What follows belongs to an exercise in optimizing a design on an open flow for small area; a production flow would make more cautious choices. In this exercise RTL edits were held to simulation tests only and were not proved equivalent to the original. The clock port is modelled as an ideal driver; clocking choices that lean on that would not hold on a real chip. Power is estimated from default activity; no workload was simulated.

==> flow/design.v (excerpt) <==
module cdc_codec (
    input  wire        clk,
    input  wire        rst,
    input  wire        tick,
    input  wire        rx_in,
    output wire        tx_out,
    input  wire        tx_start,
    input  wire [63:0] tx_msg,
    output reg         tx_busy,
    output wire        tx_done,
    input  wire        rx_start,
    output reg         rx_busy,
    output wire        rx_done,
    output reg         rx_valid,
    output reg  [63:0] rx_msg,
    output reg  [4:0]  rx_nnib,
    output reg  [2:0]  cause,
    output reg         cmd_reject
);
Size in the first run: roughly 520 cells after synthesis, about 150 I/O pins.
Settings: LEC_CHECK=0, CAP_MARGIN=20, CORE_MARGIN=2, CORE_UTILIZATION=50, PLACE_DENSITY=0.65, SLEW_MARGIN=20; clock period 10.0 ns.
standard.sh (not shown) runs the stock make flow with config.mk's settings and CLKGATE_MAP_FILE= SYNTH_SCRIPT=/design/flow/synth_recipe.tcl, a recipe that flattens the netlist after the stock synthesis.
==> flow/flow/run.sh <==
#!/bin/bash
# Layout flow: the standard flow (standard.sh) with three changes to how
# the layout is built:
#  1. after the standard synthesis, its combinational gates are mapped again
#     for area (flow/resynth.sh); the registers are left as they are;
#  2. the port buffers are the smallest buffer (buf_1);
#  3. the clock tree uses small clock buffers and no dummy balancing loads;
#     after it is built, flow/fix_clk.tcl sizes up the clock buffers whose
#     flip-flop clock pins would see a slow edge.
# Each tool's output goes to a log file in this folder.
set -euo pipefail
res=orfs/results/$FLOW_PLATFORM/cdc_codec/base
bash standard.sh synth > flow_synth.log 2>&1
bash flow/resynth.sh $res/1_2_yosys.v
rm -f $res/1_synth.odb $res/1_synth.sdc
bash standard.sh \
  BUFFER_PORTS_ARGS="-buffer_cell sky130_fd_sc_hd__buf_1" \
  POST_CTS_TCL="$PWD/flow/fix_clk.tcl" \
  CTS_ARGS="-sink_clustering_enable -repair_clock_nets -buf_list sky130_fd_sc_hd__clkbuf_4 -dont_use_dummy_load" \
  finish > flow_finish.log 2>&1
==> flow/flow/area.abc <==
strash
&get -n
&st
&syn2
&dch -f
&nf -R 2000 -a
&put
==> flow/flow/fix_clk.tcl <==
# POST_CTS hook: size up the clock buffers whose flip-flop clock pins would
# see a slow edge, then legalize the placement again.
proc clk_worst_sink_slew { inst } {
  set worst 0.0
  foreach out [get_pins -of_objects $inst -filter "direction==output"] {
    set net [get_nets -of_objects $out]
    foreach p [get_pins -of_objects $net -filter "direction==input"] {
      set s [get_property $p slew_max]
      if { $s > $worst } { set worst $s }
    }
  }
  return $worst
}
for { set pass 0 } { $pass < 3 } { incr pass } {
  estimate_parasitics -placement
  set changed 0
  foreach inst [get_cells *] {
    set m [get_property $inst ref_name]
    if { $m eq "sky130_fd_sc_hd__clkbuf_4" || $m eq "sky130_fd_sc_hd__clkbuf_8" } {
      if { [clk_worst_sink_slew $inst] > 0.110 } {
        set to [expr { $m eq "sky130_fd_sc_hd__clkbuf_4" ? "sky130_fd_sc_hd__clkbuf_8" : "sky130_fd_sc_hd__clkbuf_16" }]
        puts "fix_clk: [get_full_name $inst] $m -> $to"
        replace_cell $inst $to
        incr changed
      }
    }
  }
  if { $changed == 0 } { break }
  detailed_placement
}
estimate_parasitics -placement
==> flow/flow/resynth.sh <==
#!/bin/bash
# Re-map the combinational logic of the standard synthesis netlist for area.
# The flip-flops are kept as they are (same cells, same instance names); only
# the gates between them are taken apart and mapped again by ABC with
# flow/area.abc.
set -euo pipefail
net=$1
lib=$FLOW_HOME/platforms/$FLOW_PLATFORM/lib/sky130_fd_sc_hd__tt_025C_1v80.lib
here=$(cd "$(dirname "$0")" && pwd)
du=""
for c in $(sed -n '/DONT_USE_CELLS += /,/^#/p' $FLOW_HOME/platforms/$FLOW_PLATFORM/config.mk | grep -o 'sky130_fd_sc_hd__[a-z0-9_]*'); do
  du="$du -dont_use $c"
done
ffs=$(grep -o 'sky130_fd_sc_hd__[a-z0-9_]*df[a-z0-9_]*' $net | sort -u | tr '\n' ' ')
cp $net $net.standard
cat > resynth.ys <<X
read_liberty -ignore_miss_func -overwrite -setattr liberty_cell $lib
read_verilog $net.standard
hierarchy -top $FLOW_TOP
blackbox $ffs
flatten
opt -purge
abc -liberty $lib $du -script $here/area.abc
opt_clean -purge
hilomap -singleton -hicell sky130_fd_sc_hd__conb_1 HI -locell sky130_fd_sc_hd__conb_1 LO
stat -liberty $lib
write_verilog -noattr -nohex -nodec $net
X
yosys -s resynth.ys > resynth.log 2>&1
The baseline ran to the end with no violations.
Rerun with:
==> flow/flow/area1.abc (new file) <==
strash
&get -n
&st
&syn2
&dch -f
&nf -R 2000 -a
&put
==> flow/flow/area2.abc (new file) <==
strash
&get -n
&st
&syn2
&dch -f
&nf -R 1000
&put
strash
&get -n
&st
&syn2
&dch -f
&nf -R 1000
&put
==> flow/flow/area3.abc (new file) <==
strash
&get -n
&deepsyn -T 60
&dch -f
&nf -R 1000
&put
--- a/flow/flow/fix_clk.tcl
+++ b/flow/flow/fix_clk.tcl
@@ -7,2 +7,3 @@
     foreach p [get_pins -of_objects $net -filter "direction==input"] {
+      if { ![string match "*CLK" [get_full_name $p]] } { continue }
       set s [get_property $p slew_max]
@@ -19,3 +20,3 @@
     if { $m eq "sky130_fd_sc_hd__clkbuf_4" || $m eq "sky130_fd_sc_hd__clkbuf_8" } {
-      if { [clk_worst_sink_slew $inst] > 0.110 } {
+      if { [clk_worst_sink_slew $inst] > 0.118 } {
         set to [expr { $m eq "sky130_fd_sc_hd__clkbuf_4" ? "sky130_fd_sc_hd__clkbuf_8" : "sky130_fd_sc_hd__clkbuf_16" }]
--- a/flow/flow/resynth.sh
+++ b/flow/flow/resynth.sh
@@ -3,4 +3,4 @@
 # The flip-flops are kept as they are (same cells, same instance names); only
-# the gates between them are taken apart and mapped again by ABC with
-# flow/area.abc.
+# the gates between them are taken apart and mapped again by ABC. Each script
+# flow/area*.abc is tried and the smallest netlist is kept.
 set -euo pipefail
@@ -15,3 +15,7 @@
 cp $net $net.standard
-cat > resynth.ys <<X
+best=""
+best_area=""
+for script in $here/area*.abc; do
+  tag=$(basename $script .abc)
+  cat > resynth_$tag.ys <<X
 read_liberty -ignore_miss_func -overwrite -setattr liberty_cell $lib
@@ -22,8 +26,18 @@
 opt -purge
-abc -liberty $lib $du -script $here/area.abc
+abc -liberty $lib $du -script $script
 opt_clean -purge
 hilomap -singleton -hicell sky130_fd_sc_hd__conb_1 HI -locell sky130_fd_sc_hd__conb_1 LO
-stat -liberty $lib
-write_verilog -noattr -nohex -nodec $net
+tee -o resynth_$tag.stat stat -liberty $lib
+write_verilog -noattr -nohex -nodec resynth_$tag.v
 X
-yosys -s resynth.ys > resynth.log 2>&1
+  if yosys -s resynth_$tag.ys > resynth_$tag.log 2>&1; then
+    area=$(grep 'Chip area' resynth_$tag.stat | awk '{print $NF}')
+    nff=$(grep -c 'sky130_fd_sc_hd__[a-z0-9_]*df' resynth_$tag.v || true)
+    echo "$tag area $area flops $nff" >> resynth.log
+    if [[ -z "$best_area" ]] || awk "BEGIN{exit !($area < $best_area)}"; then
+      best=resynth_$tag.v; best_area=$area
+    fi
+  fi
+done
+echo "kept $best ($best_area)" >> resynth.log
+[[ -n "$best" ]] && cp $best $net
--- a/flow/config.mk
+++ b/flow/config.mk
@@ -7,6 +7,7 @@
 export LEC_CHECK = 0
+export ABC_AREA = 1
 export CAP_MARGIN = 20
 export CORE_MARGIN = 2
-export CORE_UTILIZATION = 50
-export PLACE_DENSITY = 0.65
+export CORE_UTILIZATION = 60
+export PLACE_DENSITY = 0.75
 export SLEW_MARGIN = 20
removed: flow/flow/area.abc
Global-route usage rises by 4.2 points.
Clock power falls by about 11%.
Final area falls by 1.8%.
Rerun with:
==> flow/flow/area.abc (new file) <==
strash
&get -n
&st
&syn2
&dch -f
&nf -R 1000
&put
strash
&get -n
&st
&syn2
&dch -f
&nf -R 1000
&put
==> flow/flow/resynth.sh (replaced) <==
#!/bin/bash
# Re-map the combinational logic of the standard synthesis netlist for area.
# The flip-flops are kept as they are (same cells, same instance names); only
# the gates between them are taken apart and mapped again by ABC with
# flow/area.abc.
set -euo pipefail
net=$1
lib=$FLOW_HOME/platforms/$FLOW_PLATFORM/lib/sky130_fd_sc_hd__tt_025C_1v80.lib
here=$(cd "$(dirname "$0")" && pwd)
du=""
for c in $(sed -n '/DONT_USE_CELLS += /,/^#/p' $FLOW_HOME/platforms/$FLOW_PLATFORM/config.mk | grep -o 'sky130_fd_sc_hd__[a-z0-9_]*'); do
  du="$du -dont_use $c"
done
ffs=$(grep -o 'sky130_fd_sc_hd__[a-z0-9_]*df[a-z0-9_]*' $net | sort -u | tr '\n' ' ')
cp $net $net.standard
cat > resynth.ys <<X
read_liberty -ignore_miss_func -overwrite -setattr liberty_cell $lib
read_verilog $net.standard
hierarchy -top $FLOW_TOP
blackbox $ffs
flatten
opt -purge
abc -liberty $lib $du -script $here/area.abc
opt_clean -purge
hilomap -singleton -hicell sky130_fd_sc_hd__conb_1 HI -locell sky130_fd_sc_hd__conb_1 LO
stat -liberty $lib
write_verilog -noattr -nohex -nodec $net
X
yosys -s resynth.ys > resynth.log 2>&1
--- a/flow/config.mk
+++ b/flow/config.mk
@@ -7,7 +7,6 @@
 export LEC_CHECK = 0
-export ABC_AREA = 1
-export CAP_MARGIN = 20
+export CAP_MARGIN = 0
 export CORE_MARGIN = 2
-export CORE_UTILIZATION = 60
-export PLACE_DENSITY = 0.75
-export SLEW_MARGIN = 20
+export CORE_UTILIZATION = 50
+export PLACE_DENSITY = 0.65
+export SLEW_MARGIN = 0
removed: flow/flow/area1.abc
removed: flow/flow/area2.abc
removed: flow/flow/area3.abc
What happened:
- cell area climbs by about 2.3%
- final cell count rose by about 15%
- sequential share of layout area drops by 1.3 points
- setup slack degrades by 0.30 ns
- power went down by about 2.2%
- die area is higher by about 22%
- routed wire length increases by 1.1%
- first-iteration DRC count came out lower by 42%
- hold slack got worse by 0.018 ns
- register-to-register slack gets worse by 0.73 ns
- global-route usage decreases by 3.5 points
Rerun with:
--- a/flow/flow/run.sh
+++ b/flow/flow/run.sh
@@ -6,5 +6,3 @@
 #  2. the port buffers are the smallest buffer (buf_1);
-#  3. the clock tree uses small clock buffers and no dummy balancing loads;
-#     after it is built, flow/fix_clk.tcl sizes up the clock buffers whose
-#     flip-flop clock pins would see a slow edge.
+#  3. the clock tree uses small clock buffers and no dummy balancing loads.
 # Each tool's output goes to a log file in this folder.
@@ -17,4 +15,3 @@
   BUFFER_PORTS_ARGS="-buffer_cell sky130_fd_sc_hd__buf_1" \
-  POST_CTS_TCL="$PWD/flow/fix_clk.tcl" \
-  CTS_ARGS="-sink_clustering_enable -repair_clock_nets -buf_list sky130_fd_sc_hd__clkbuf_4 -dont_use_dummy_load" \
+  CTS_ARGS="-sink_clustering_enable -repair_clock_nets -buf_list sky130_fd_sc_hd__clkbuf_8 -dont_use_dummy_load" \
   finish > flow_finish.log 2>&1
==> flow/flow/area.abc (replaced) <==
strash
&get -n
&st
&syn2
&dch -f
&nf -R 2000 -a
&put
--- a/flow/config.mk
+++ b/flow/config.mk
@@ -7,6 +7,5 @@
 export LEC_CHECK = 0
-export CAP_MARGIN = 0
+export CAP_MARGIN = 20
 export CORE_MARGIN = 2
-export CORE_UTILIZATION = 50
-export PLACE_DENSITY = 0.65
-export SLEW_MARGIN = 0
+export CORE_UTILIZATION = 40
+export SLEW_MARGIN = 20
removed: flow/flow/fix_clk.tcl
Effect: The new run finished clean. Power rose by a few percent. Sequential power rose slightly. Non-clock buffer count rose by 1. Final cell count fell slightly. Final area rose slightly. Clock skew fell by 0.0082 ns. Combinational power rose by about a fifth. Wire length rose by a few percent.
Rerun with:
--- a/flow/flow/run.sh
+++ b/flow/flow/run.sh
@@ -15,3 +15,3 @@
   BUFFER_PORTS_ARGS="-buffer_cell sky130_fd_sc_hd__buf_1" \
-  CTS_ARGS="-sink_clustering_enable -repair_clock_nets -buf_list sky130_fd_sc_hd__clkbuf_8 -dont_use_dummy_load" \
+  CTS_ARGS="-sink_clustering_enable -repair_clock_nets -buf_list {sky130_fd_sc_hd__clkbuf_4 sky130_fd_sc_hd__clkbuf_8} -dont_use_dummy_load" \
   finish > flow_finish.log 2>&1
--- a/flow/config.mk
+++ b/flow/config.mk
@@ -9,3 +9,4 @@
 export CORE_MARGIN = 2
-export CORE_UTILIZATION = 40
+export CORE_UTILIZATION = 50
+export PLACE_DENSITY = 0.65
 export SLEW_MARGIN = 20
Global-route usage rose by 2.9 points.
Total power is about the same.
Synthesized cell count does not change.
Clock skew decreases by 0.0092 ns.
Final area drops by 0.73%.
Via count goes down by about 2.5%.
Die area came out lower by about 20%.
Fmax rises by 4.4%.
Setup slack gets better by 0.21 ns.
Clock power hardly moves.

========
## Q
cdc_codec again, from the RTL that the note above started with.
clock: 10.0 ns
lec_check: 0
cap_margin: 20
core_margin: 2
core_utilization: 50
place_density: 0.65
slew_margin: 20
==> flow/flow/run.sh <==
#!/bin/bash
# Layout flow: the standard flow (standard.sh) with three changes to how
# the layout is built:
#  1. after the standard synthesis, its combinational gates are mapped again
#     for area (flow/resynth.sh); the registers are left as they are;
#  2. the port buffers are the smallest buffer (buf_1);
#  3. the clock tree uses small clock buffers and no dummy balancing loads;
#     after it is built, flow/fix_clk.tcl sizes up the clock buffers whose
#     flip-flop clock pins would see a slow edge.
# Each tool's output goes to a log file in this folder.
set -euo pipefail
res=orfs/results/$FLOW_PLATFORM/cdc_codec/base
bash standard.sh synth > flow_synth.log 2>&1
bash flow/resynth.sh $res/1_2_yosys.v
rm -f $res/1_synth.odb $res/1_synth.sdc
bash standard.sh \
  BUFFER_PORTS_ARGS="-buffer_cell sky130_fd_sc_hd__buf_1" \
  POST_CTS_TCL="$PWD/flow/fix_clk.tcl" \
  CTS_ARGS="-sink_clustering_enable -repair_clock_nets -buf_list sky130_fd_sc_hd__clkbuf_4 -dont_use_dummy_load" \
  finish > flow_finish.log 2>&1
==> flow/flow/area.abc <==
strash
&get -n
&st
&syn2
&dch -f
&nf -R 1000
&put
strash
&get -n
&st
&syn2
&dch -f
&nf -R 1000
&put
==> flow/flow/resynth.sh <==
#!/bin/bash
# Re-map the combinational logic of the standard synthesis netlist for area.
# The flip-flops are kept as they are (same cells, same instance names); only
# the gates between them are taken apart and mapped again by ABC with
# flow/area.abc.
set -euo pipefail
net=$1
lib=$FLOW_HOME/platforms/$FLOW_PLATFORM/lib/sky130_fd_sc_hd__tt_025C_1v80.lib
here=$(cd "$(dirname "$0")" && pwd)
du=""
for c in $(sed -n '/DONT_USE_CELLS += /,/^#/p' $FLOW_HOME/platforms/$FLOW_PLATFORM/config.mk | grep -o 'sky130_fd_sc_hd__[a-z0-9_]*'); do
  du="$du -dont_use $c"
done
ffs=$(grep -o 'sky130_fd_sc_hd__[a-z0-9_]*df[a-z0-9_]*' $net | sort -u | tr '\n' ' ')
cp $net $net.standard
cat > resynth.ys <<X
read_liberty -ignore_miss_func -overwrite -setattr liberty_cell $lib
read_verilog $net.standard
hierarchy -top $FLOW_TOP
blackbox $ffs
flatten
opt -purge
abc -liberty $lib $du -script $here/area.abc
opt_clean -purge
hilomap -singleton -hicell sky130_fd_sc_hd__conb_1 HI -locell sky130_fd_sc_hd__conb_1 LO
stat -liberty $lib
write_verilog -noattr -nohex -nodec $net
X
yosys -s resynth.ys > resynth.log 2>&1
Other scripts of this flow, unchanged in this note and not shown: flow/flow/fix_clk.tcl
Looking at the reports, Q completed the entire flow and the layout it produced met the timing, design-rule and antenna checks.
> inputs changed (Q -> P)
# Q
export LEC_CHECK = 0
export CAP_MARGIN = 20
export CORE_MARGIN = 2
export CORE_UTILIZATION = 50
export PLACE_DENSITY = 0.65
export SLEW_MARGIN = 20
create_clock -name core_clock -period 10.0 [get_ports {clk}]
# P
export LEC_CHECK = 0
export ABC_AREA = 1
export CAP_MARGIN = 20
export CORE_MARGIN = 2
export CORE_UTILIZATION = 50
export PLACE_DENSITY = 0.65
export SLEW_MARGIN = 20
create_clock -name core_clock -period 10.0 [get_ports {clk}]
==> flow/flow/area1.abc (new file) <==
strash
&get -n
&st
&syn2
&dch -f
&nf -R 2000 -a
&put
==> flow/flow/area2.abc (new file) <==
strash
&get -n
&st
&syn2
&dch -f
&nf -R 1000
&put
strash
&get -n
&st
&syn2
&dch -f
&nf -R 1000
&put
==> flow/flow/area3.abc (new file) <==
strash
&get -n
&deepsyn -T 60
&dch -f
&nf -R 1000
&put
==> flow/flow/resynth.sh <==
#!/bin/bash
# Re-map the combinational logic of the standard synthesis netlist for area.
# The flip-flops are kept as they are (same cells, same instance names); only
# the gates between them are taken apart and mapped again by ABC. Each script
# flow/area*.abc is tried and the smallest netlist is kept.
set -euo pipefail
net=$1
lib=$FLOW_HOME/platforms/$FLOW_PLATFORM/lib/sky130_fd_sc_hd__tt_025C_1v80.lib
here=$(cd "$(dirname "$0")" && pwd)
du=""
for c in $(sed -n '/DONT_USE_CELLS += /,/^#/p' $FLOW_HOME/platforms/$FLOW_PLATFORM/config.mk | grep -o 'sky130_fd_sc_hd__[a-z0-9_]*'); do
  du="$du -dont_use $c"
done
ffs=$(grep -o 'sky130_fd_sc_hd__[a-z0-9_]*df[a-z0-9_]*' $net | sort -u | tr '\n' ' ')
cp $net $net.standard
best=""
best_area=""
for script in $here/area*.abc; do
  tag=$(basename $script .abc)
  cat > resynth_$tag.ys <<X
read_liberty -ignore_miss_func -overwrite -setattr liberty_cell $lib
read_verilog $net.standard
hierarchy -top $FLOW_TOP
blackbox $ffs
flatten
opt -purge
abc -liberty $lib $du -script $script
opt_clean -purge
hilomap -singleton -hicell sky130_fd_sc_hd__conb_1 HI -locell sky130_fd_sc_hd__conb_1 LO
tee -o resynth_$tag.stat stat -liberty $lib
write_verilog -noattr -nohex -nodec resynth_$tag.v
X
  if yosys -s resynth_$tag.ys > resynth_$tag.log 2>&1; then
    area=$(grep 'Chip area' resynth_$tag.stat | awk '{print $NF}')
    nff=$(grep -c 'sky130_fd_sc_hd__[a-z0-9_]*df' resynth_$tag.v || true)
    echo "$tag area $area flops $nff" >> resynth.log
    if [[ -z "$best_area" ]] || awk "BEGIN{exit !($area < $best_area)}"; then
      best=resynth_$tag.v; best_area=$area
    fi
  fi
done
echo "kept $best ($best_area)" >> resynth.log
[[ -n "$best" ]] && cp $best $net
removed: flow/flow/area.abc
### Flow results
P vs Q — internal power summed over all cells climbed by a few percent
Total routed wirelength in P vs Q: down about 1.2%
Going from Q to P, the synthesized cell count was found to have gone down by 84.
Design area: P better than Q
P against Q: post-synth design cell area decreased about 2%; portion of the clock cycle consumed by the worst path in the final layout grew by 0.62 points.

==> what the ideal ports hide <==
The results above use ideal ports. As a check the final layouts listed here were re-extracted and re-timed, cells and wires unchanged.
Step 1: set_driving_cell puts a clkbuf_16 on clk and a buf_2 on each other input, an assumption about the parent block.
Step 2 times the ports against the registers' clock, not the clock port: input delays grow and output delays shrink by t, the midpoint of the rising clock arrivals with the driver on.
Three values: ideal, step 1, step 2; two values: the first two.
run	t (ns)	setup WS [ns]	latest minus earliest clock arrival (ns)
the first run of note 1	0.407	5.038 / 5.054 / 4.647	0.034 / 0.034
the second run of note 1	0.585	5.506 / 5.524 / 4.939	0.037 / 0.037
the third run of note 1	0.587	5.208 / 5.179 / 4.592	0.038 / 0.039
the fourth run of note 1	0.468	4.893 / 4.907 / 4.439	0.030 / 0.031
the fifth run of note 1	0.476	5.106 / 5.117 / 4.641	0.022 / 0.022
Q	0.587	5.208 / 5.179 / 4.592	0.038 / 0.039
P	0.600	5.147 / 5.137 / 4.537	0.040 / 0.040
After both steps setup and hold are still met in every run listed.
